Background: an optimization exercise with open tools, aiming at small area. Do not read the settings as production practice.
In this exercise RTL edits were held to simulation tests only and were not proved equivalent to the original.
Power is estimated from default activity; no workload was simulated.

==> inputs of build 86 <==
Design rlc_decoder, start of the top module:
module rlc_decoder (
    input  wire        clk,
    input  wire        rst,           
    input  wire        arm,
    input  wire [5:0]  cfg_dw,        
    input  wire [4:0]  cfg_c,         
    input  wire [15:0] cfg_limit,     
    input  wire [6:0]  cfg_ratio,     
    output wire        idle,
    input  wire        rx_valid,
    input  wire [7:0]  rx_data,
    output wire        rx_ready,
    output wire        out_valid,
    input  wire        out_ready,
    output wire [31:0] out_data,
    output wire        out_pre,
    output wire        done,
    output wire        done_err,
    output wire [31:0] total_samples,
    output wire [31:0] delay_value
);
Settings: LEC_CHECK=0, CAP_MARGIN=20, CORE_MARGIN=2, CORE_UTILIZATION=75, SLEW_MARGIN=20; clock period 8.0 ns.
standard.sh (not shown) runs the stock make flow with config.mk's settings and CLKGATE_MAP_FILE= SYNTH_SCRIPT=/design/flow/synth_recipe.tcl, a recipe that flattens the netlist after the stock synthesis.
==> flow/flow/run.sh <==
#!/bin/bash
# The standard layout, with the port buffers made from the smallest buffer
# cell and a clock tree of clkbuf_8 without dummy loads.
set -euo pipefail
export BUFFER_PORTS_ARGS="-buffer_cell sky130_fd_sc_hd__buf_1"
export CTS_ARGS="-sink_clustering_enable -repair_clock_nets -buf_list sky130_fd_sc_hd__clkbuf_8 -dont_use_dummy_load"
bash standard.sh > standard.log 2>&1
==> inputs of build 42, as changes to build 86 <==
--- a/flow/design.v
+++ b/flow/design.v
@@ -33,16 +33,15 @@
     reg  [1:0]  d1;          
     reg         drop;        
     reg  [15:0] a;           
     reg  [22:0] e;           
     reg         ec12;        
     reg  [47:0] x;           
     reg  [31:0] total_r;
-    reg  [8:0]  dhi;         
-    reg         postf;       
+    reg  [31:0] delay_r;
     wire dw_ok  = (|cfg_dw) && (!cfg_dw[5] || (cfg_dw[4:0] == 5'd0));           
     wire c_ok   = !cfg_c[4] || (cfg_c[3:0] == 4'd0);                            
     wire r_ok   = !(cfg_ratio[6] && cfg_ratio[5] &&
                     (cfg_ratio[4] || cfg_ratio[3] || (cfg_ratio[2] && (cfg_ratio[1] || cfg_ratio[0]))));
     wire cfg_ok = dw_ok && c_ok && r_ok && (|cfg_limit);
     wire [4:0] dwm1;
     wire [5:0] dwb;
@@ -76,22 +75,20 @@
     assign cb[0] = 1'b1;
     generate
         for (gi = 0; gi < 16; gi = gi + 1) begin : g_cd
             assign code_dec[gi] = code[gi] ^ cb[gi];
             assign cb[gi+1]     = cb[gi] & !code[gi];
         end
     endgenerate
-    wire        pre   = !postf && ((|e[22:7]) || (e[6] && e[5] && (e[4] || e[3] || e[2])));    
+    wire        pre   = (|e[22:7]) || (e[6] && e[5] && (e[4] || e[3] || e[2]));    
     wire        mul   = (state[1:0] == 2'b01);            
-    wire        mul_ok = (state == S_MUL);
     wire        mul_x = &total_r[6:0];                   
     wire        fire  = out_valid && out_ready;
     wire        s_end = fire && last_rep;                
     wire        e_sub = !mul && s_end && pre;
-    wire        cap   = fire && !pre && !postf;           
     wire [15:0] a_nx;
     wire [16:0] ab;
     assign ab[0] = s_end;
     generate
         for (gi = 0; gi < 16; gi = gi + 1) begin : g_a
             assign a_nx[gi]  = a[gi] ^ ab[gi];
             assign ab[gi+1]  = ab[gi] & !a[gi];
@@ -102,17 +99,17 @@
     wire [22:0] add_b;
     wire [22:0] add_s;
     wire [23:0] ec;
     assign ec[0]  = 1'b0;
     generate
         for (gi = 0; gi < 23; gi = gi + 1) begin : g_e
             if (gi == 0)
-                assign add_b[gi] = mul ? (mul_ok && (mul_x || a[gi])) : (e_sub && M100[gi]);
+                assign add_b[gi] = mul ? (mul_x || a[gi]) : (e_sub && M100[gi]);
             else if (gi < 16)
-                assign add_b[gi] = mul ? (mul_ok && !mul_x && a[gi]) : (e_sub && M100[gi]);
+                assign add_b[gi] = mul ? (!mul_x && a[gi]) : (e_sub && M100[gi]);
             else
                 assign add_b[gi] = e_sub;
             if (gi == 12) begin : g_c
                 assign add_s[gi] = e[gi] ^ add_b[gi] ^ ec12;
                 assign ec[gi+1]  = (e[gi] & add_b[gi]) | (ec12 & (e[gi] ^ add_b[gi]));
             end else begin : g_s
                 assign add_s[gi] = e[gi] ^ add_b[gi] ^ ec[gi];
@@ -134,15 +131,15 @@
     assign rx_ready      = (state == S_DROP) || ((state == S_SHIFT) && is_byte);
     assign out_valid     = (state == S_OUT);
     assign out_data      = x[47:16];
     assign out_pre       = pre;
     assign done          = (state == S_DONE) || (state == S_ERR);
     assign done_err      = (state == S_ERR);
     assign total_samples = total_r;
-    assign delay_value   = {dhi, e};
+    assign delay_value   = delay_r;
     always @(posedge clk) begin
         if (rst) begin
             state <= S_IDLE;
         end else begin
             case (state)
                 S_IDLE: if (arm) state <= cfg_ok ? S_MUL : S_MULE;
                 S_MUL:  if (mul_x) state <= S_SHIFT;
@@ -162,21 +159,19 @@
                 end
                 default: state <= S_IDLE;
             endcase
         end
     end
     always @(posedge clk) begin
         a       <= idle ? cfg_limit : a_nx;
-        e       <= idle ? {{16{cfg_ok}}, ~cfg_ratio & {7{cfg_ok}}} :
-                   cap  ? total_r[22:0] : add_s;
+        e       <= idle ? {16'hFFFF, ~cfg_ratio} : add_s;
         ec12    <= !idle && ec[12];
         total_r <= tot_nx;
-        if (idle || cap)
-            dhi <= idle ? 9'd0 : total_r[31:23];
-        postf   <= !idle && (postf || cap);
+        if ((mul && mul_x) || (fire && pre))
+            delay_r <= tot_nx;
         if (idle) begin
             c    <= cfg_c;
             d1   <= dwm1[4:3];
             drop <= drop_in;
         end
         case (state)
             S_MUL, S_MULE: k <= k_start;
==> flow/run.sh (new file) <==
#!/bin/bash
# synth_recipe.tcl (not shown) runs the flow's synth.tcl, then flattens the netlist and writes it again
# the make line also repeats each setting of config.mk as NAME=value (left out here)
make -C /OpenROAD-flow-scripts/flow DESIGN_CONFIG=/design/flow/config.mk WORK_HOME=/design/flow/orfs CLKGATE_MAP_FILE= SYNTH_SCRIPT=/design/flow/synth_recipe.tcl finish
Settings changed: CORE_UTILIZATION 75 to 40.
removed: flow/flow/run.sh
removed: flow/standard.sh
==> metrics.yaml <==
cells_and_area:
  highest_count_cells_in_the_layout_ignoring_fill_and_taps: "clkdlybuf4s50_1 (147), edfxtp_1 (91), dfxtp_1 (75)"
logic_synthesis:
  synth_adder_area_share: 0.157
  post_synth_most_frequent_cells: "edfxtp_1 (91), dfxtp_1 (75), ha_1 (70)"
status:
  outcome: "complete, no violations"
critical_path:
  ff2ff_setup_slack_ns: 0.91
pwr:
  internal-power_uw: 2150
  top_power_group: "registers"
[end of results for build 42]
==> metrics.yaml <==
cells_and_area:
  highest_count_cells_in_the_layout_ignoring_fill_and_taps: "buf_1 (148), dfxtp_1 (76), ha_1 (70)"
  final.fill_count: 628
pwr:
  powerSeq_uw: 1270
logic_synthesis:
  post_synth_most_frequent_cells: "dfxtp_1 (76), ha_1 (70), edfxtp_1 (68)"
  synth_adder_area_share: 0.163
status:
  outcome: "complete, no violations"
[end of results for build 86]

* * *

==> sierra: inputs <==
==> flow/design.v <==
module rlc_decoder (
    input  wire        clk,
    input  wire        rst,           
    input  wire        arm,
    input  wire [5:0]  cfg_dw,        
    input  wire [4:0]  cfg_c,         
    input  wire [15:0] cfg_limit,     
    input  wire [6:0]  cfg_ratio,     
    output wire        idle,
    input  wire        rx_valid,
    input  wire [7:0]  rx_data,
    output wire        rx_ready,
    output wire        out_valid,
    input  wire        out_ready,
    output wire [31:0] out_data,
    output wire        out_pre,
    output wire        done,
    output wire        done_err,
    output wire [31:0] total_samples,
    output wire [31:0] delay_value
);
    localparam S_IDLE  = 3'd0;
    localparam S_MUL   = 3'd1;
    localparam S_SHIFT = 3'd2;
    localparam S_DROP  = 3'd3;
    localparam S_OUT   = 3'd4;
    localparam S_MULE  = 3'd5;      
    localparam S_DONE  = 3'd6;
    localparam S_ERR   = 3'd7;
    reg  [2:0]  state;
    reg  [2:0]  k;           
    reg  [4:0]  c;           
    reg  [1:0]  d1;          
    reg         drop;        
    reg  [15:0] a;           
    reg  [22:0] e;           
    reg         ec12;        
    reg  [47:0] x;           
    reg  [31:0] total_r;
    reg  [8:0]  dhi;         
    reg         postf;       
    wire dw_ok  = (|cfg_dw) && (!cfg_dw[5] || (cfg_dw[4:0] == 5'd0));           
    wire c_ok   = !cfg_c[4] || (cfg_c[3:0] == 4'd0);                            
    wire r_ok   = !(cfg_ratio[6] && cfg_ratio[5] &&
                    (cfg_ratio[4] || cfg_ratio[3] || (cfg_ratio[2] && (cfg_ratio[1] || cfg_ratio[0]))));
    wire cfg_ok = dw_ok && c_ok && r_ok && (|cfg_limit);
    wire [4:0] dwm1;
    wire [5:0] dwb;
    assign dwb[0] = 1'b1;
    genvar gi;
    generate
        for (gi = 0; gi < 5; gi = gi + 1) begin : g_dw
            assign dwm1[gi]  = cfg_dw[gi] ^ dwb[gi];
            assign dwb[gi+1] = dwb[gi] & !cfg_dw[gi];
        end
    endgenerate
    wire dc1 = dwm1[0] & cfg_c[0];
    wire dc2 = (dwm1[1] & cfg_c[1]) | (dc1 & (dwm1[1] ^ cfg_c[1]));
    wire drop_in = (dwm1[2] & cfg_c[2]) | (dc2 & (dwm1[2] ^ cfg_c[2]));
    wire [2:0]  clo = c[2:0];
    wire [15:0] rr  = {rx_data, rx_data} >> clo;
    wire [7:0]  r   = rr[7:0];                           
    wire [7:0]  lm  = 8'hFF >> clo;                      
    wire [2:0]  k_start   = {c[4] | c[3], c[4] | c[3], c[3]};    
    wire        k_neg     = k[2];
    wire        is_byte   = k_neg | (!k[1] & d1[1]) | ((k[1] == d1[1]) & (!k[0] | d1[0]));
    wire        last_byte = !k_neg && (k[1:0] == d1);
    wire        last_step = (k == 3'd3);
    wire [7:0]  hm  = ~lm & {8{rx_ready}};
    wire [7:0]  m   = (r & hm) | (x[47:40] & ~hm);
    wire [15:0] th = {{8{c[4] | c[3]}} | ~lm, {8{c[4]}} | ({8{c[3]}} & ~lm)};
    wire [15:0] code   = x[15:0] & th;
    wire        last_rep = !(|code);
    wire [15:0] code_dec;                        
    wire [16:0] cb;
    assign cb[0] = 1'b1;
    generate
        for (gi = 0; gi < 16; gi = gi + 1) begin : g_cd
            assign code_dec[gi] = code[gi] ^ cb[gi];
            assign cb[gi+1]     = cb[gi] & !code[gi];
        end
    endgenerate
    wire        pre   = !postf && ((|e[22:7]) || (e[6] && e[5] && (e[4] || e[3] || e[2])));    
    wire        mul   = (state[1:0] == 2'b01);            
    wire        mul_ok = (state == S_MUL);
    wire        mul_x = &total_r[6:0];                   
    wire        fire  = out_valid && out_ready;
    wire        s_end = fire && last_rep;                
    wire        e_sub = !mul && s_end && pre;
    wire        cap   = fire && !pre && !postf;           
    wire [15:0] a_nx;
    wire [16:0] ab;
    assign ab[0] = s_end;
    generate
        for (gi = 0; gi < 16; gi = gi + 1) begin : g_a
            assign a_nx[gi]  = a[gi] ^ ab[gi];
            assign ab[gi+1]  = ab[gi] & !a[gi];
        end
    endgenerate
    wire a_one = (a[15:1] == 15'd0) && a[0];
    localparam [22:0] M100 = 23'h7FFF9C;
    wire [22:0] add_b;
    wire [22:0] add_s;
    wire [23:0] ec;
    assign ec[0]  = 1'b0;
    generate
        for (gi = 0; gi < 23; gi = gi + 1) begin : g_e
            if (gi == 0)
                assign add_b[gi] = mul ? (mul_ok && (mul_x || a[gi])) : (e_sub && M100[gi]);
            else if (gi < 16)
                assign add_b[gi] = mul ? (mul_ok && !mul_x && a[gi]) : (e_sub && M100[gi]);
            else
                assign add_b[gi] = e_sub;
            if (gi == 12) begin : g_c
                assign add_s[gi] = e[gi] ^ add_b[gi] ^ ec12;
                assign ec[gi+1]  = (e[gi] & add_b[gi]) | (ec12 & (e[gi] ^ add_b[gi]));
            end else begin : g_s
                assign add_s[gi] = e[gi] ^ add_b[gi] ^ ec[gi];
                assign ec[gi+1]  = (e[gi] & add_b[gi]) | (ec[gi] & (e[gi] ^ add_b[gi]));
            end
        end
    endgenerate
    wire [31:0] t_inc;
    wire [32:0] tc;
    assign tc[0] = fire || mul;
    generate
        for (gi = 0; gi < 32; gi = gi + 1) begin : g_t
            assign t_inc[gi] = total_r[gi] ^ tc[gi];
            assign tc[gi+1]  = tc[gi] & total_r[gi];
        end
    endgenerate
    wire [31:0] tot_nx = idle ? {25'h1FFFFFF, ~cfg_ratio} : t_inc;
    assign idle          = (state == S_IDLE);
    assign rx_ready      = (state == S_DROP) || ((state == S_SHIFT) && is_byte);
    assign out_valid     = (state == S_OUT);
    assign out_data      = x[47:16];
    assign out_pre       = pre;
    assign done          = (state == S_DONE) || (state == S_ERR);
    assign done_err      = (state == S_ERR);
    assign total_samples = total_r;
    assign delay_value   = {dhi, e};
    always @(posedge clk) begin
        if (rst) begin
            state <= S_IDLE;
        end else begin
            case (state)
                S_IDLE: if (arm) state <= cfg_ok ? S_MUL : S_MULE;
                S_MUL:  if (mul_x) state <= S_SHIFT;
                S_MULE: if (mul_x) state <= S_ERR;
                S_SHIFT: begin
                    if (!is_byte || rx_valid) begin
                        if (last_byte && drop)
                            state <= S_DROP;
                        else if (last_step)
                            state <= S_OUT;
                    end
                end
                S_DROP: if (rx_valid) state <= (d1 == 2'd3) ? S_OUT : S_SHIFT;
                S_OUT: begin
                    if (out_ready && last_rep)
                        state <= a_one ? S_DONE : S_SHIFT;
                end
                default: state <= S_IDLE;
            endcase
        end
    end
    always @(posedge clk) begin
        a       <= idle ? cfg_limit : a_nx;
        e       <= idle ? {{16{cfg_ok}}, ~cfg_ratio & {7{cfg_ok}}} :
                   cap  ? total_r[22:0] : add_s;
        ec12    <= !idle && ec[12];
        total_r <= tot_nx;
        if (idle || cap)
            dhi <= idle ? 9'd0 : total_r[31:23];
        postf   <= !idle && (postf || cap);
        if (idle) begin
            c    <= cfg_c;
            d1   <= dwm1[4:3];
            drop <= drop_in;
        end
        case (state)
            S_MUL, S_MULE: k <= k_start;
            S_SHIFT: begin
                if (!is_byte || rx_valid) begin
                    x <= {r & lm & {8{is_byte}}, m, x[39:8]};
                    k <= {k[2] ^ (k[1] & k[0]), k[1] ^ k[0], !k[0]};
                end
            end
            S_DROP: begin
                if (rx_valid)
                    x[47:40] <= m;
            end
            S_OUT: begin
                if (out_ready) begin
                    if (last_rep)
                        k <= k_start;
                    else
                        x[15:0] <= code_dec;
                end
            end
            default: ;
        endcase
    end
endmodule
==> flow/flow/run.sh <==
#!/bin/bash
# The standard layout, with the port buffers made from the smallest buffer
# cell and a clock tree of clkbuf_4 without dummy loads.
set -euo pipefail
export BUFFER_PORTS_ARGS="-buffer_cell sky130_fd_sc_hd__buf_1"
export CTS_ARGS="-sink_clustering_enable -repair_clock_nets -buf_list sky130_fd_sc_hd__clkbuf_4 -dont_use_dummy_load"
bash standard.sh > standard.log 2>&1
==> flow/standard.sh <==
#!/bin/bash
# synth_recipe.tcl (not shown) runs the flow's synth.tcl, then flattens the netlist and writes it again
# the make line also repeats each setting of config.mk as NAME=value (left out here)
make -C /OpenROAD-flow-scripts/flow DESIGN_CONFIG=/design/flow/config.mk WORK_HOME=/design/flow/orfs CLKGATE_MAP_FILE= SYNTH_SCRIPT=/design/flow/synth_recipe.tcl "${@:-finish}"
==> flow/config.mk <==
export PLATFORM = sky130hd
export DESIGN_NAME = rlc_decoder
export DESIGN_NICKNAME = rlc_decoder
export VERILOG_FILES = /design/flow/design.v
export SDC_FILE = /design/flow/constraint.sdc
export NUM_CORES = 4
export LEC_CHECK = 0
export CAP_MARGIN = 20
export CORE_MARGIN = 2
export CORE_UTILIZATION = 75
export SLEW_MARGIN = 20
==> flow/constraint.sdc <==
create_clock -name core_clock -period 8.0 [get_ports {clk}]
set_input_delay 1.6000 -clock core_clock [delete_from_list [all_inputs] [get_ports {clk}]]
set_output_delay 1.6000 -clock core_clock [all_outputs]
set_load 0.01 [all_outputs]
==> amber: changes against sierra <==
--- a/flow/design.v
+++ b/flow/design.v
@@ -69,5 +69,5 @@
     wire [7:0]  hm  = ~lm & {8{rx_ready}};
     wire [7:0]  m   = (r & hm) | (x[47:40] & ~hm);
-    wire [15:0] th = {{8{c[4] | c[3]}} | ~lm, {8{c[4]}} | ({8{c[3]}} & ~lm)};
+    wire [15:0] th = ~(16'hFFFF >> c);                   
     wire [15:0] code   = x[15:0] & th;
     wire        last_rep = !(|code);
==> flow/flow/run.sh (replaced) <==
#!/bin/bash
# The standard layout, with the port buffers made from the smallest buffer
# cell and a clock tree of clkbuf_8 without dummy loads.
set -euo pipefail
export BUFFER_PORTS_ARGS="-buffer_cell sky130_fd_sc_hd__buf_1"
export CTS_ARGS="-sink_clustering_enable -repair_clock_nets -buf_list sky130_fd_sc_hd__clkbuf_8 -dont_use_dummy_load"
bash standard.sh > standard.log 2>&1
--- a/flow/config.mk
+++ b/flow/config.mk
@@ -8,4 +8,4 @@
 export CAP_MARGIN = 20
 export CORE_MARGIN = 2
-export CORE_UTILIZATION = 75
+export CORE_UTILIZATION = 60
 export SLEW_MARGIN = 20
==> run summary <==
Maximum number of pins on one net before global-route repair: amber 85; sierra 84
Reported sequential group power: amber 1.24 mW; sierra 1.28 mW
Die Footprint: amber 14,220 sq um; sierra 11,300 sq um
Endpoint of the most critical register-to-register path: amber e[22]; sierra total_r[31]
Average instance area after synthesis: amber 10.10 sq um; sierra 10.28 sq um
Run status: amber complete, no violations; sierra complete, no violations
Worst hold margin: amber 445.9 ps; sierra 457.0 ps
Fraction of final layout cells sized beyond drive strength 1: amber 0.07151; sierra 0.05747
Post-Synth Simple-Gate Area: amber 0.1410; sierra 0.1305
Pre-CTS WS: amber -10.53 ps; sierra -22.52 ps
Total Nets Final: amber 1,035; sierra 1,010
Fraction of met2 tracks used by global routing: amber 0.4537; sierra 0.5609
Area fraction in compound gates after synthesis: amber 0.1305; sierra 0.1243
Sequential portion of the cell area: amber 0.4122; sierra 0.4243
Net load switching power: amber 1.312 mW; sierra 1.217 mW
CP Data Arrival Time: amber 7820 ps; sierra 7910 ps
Non-CTS buffers: amber 162; sierra 161

## separate check: timing with driven ports
Ports are ideal in the flow. The routed layouts listed here were re-timed in OpenROAD. Step 1 sets driving cells, clkbuf_16 on the clock port and buf_2 on the other inputs (assumed; they add their load-dependent delay and slew). Step 2 times the ports against the registers' clock, not the clock port: input delays grow and output delays shrink by t, the midpoint of the rising clock arrivals with the driver on. Slacks: ideal ports / drivers / drivers and shift; pairs: ideal ports / drivers.
run	t (ns)	slack for setup (ns)	worst hold slack (ns)	slew at the worst register clock pin (ns)	pins driven straight from the clock port
build 86	0.488	0.484 / 0.499 / 0.011	0.443 / 0.443 / 0.443	0.08 / 0.08	1
build 42	0.475	0.358 / 0.383 / -0.092	0.448 / 0.448 / 0.448	0.08 / 0.08	1
sierra	0.576	0.513 / 0.525 / -0.051	0.457 / 0.457 / 0.457	0.12 / 0.12	1
amber	0.468	0.485 / 0.492 / 0.024	0.446 / 0.446 / 0.446	0.08 / 0.08	1
With both steps, setup timing fails in build 42 and sierra, where it was met with ideal ports. The setup slack of sierra, which loses most, moves by +0.012 ns with the drivers and by -0.564 ns with both steps.
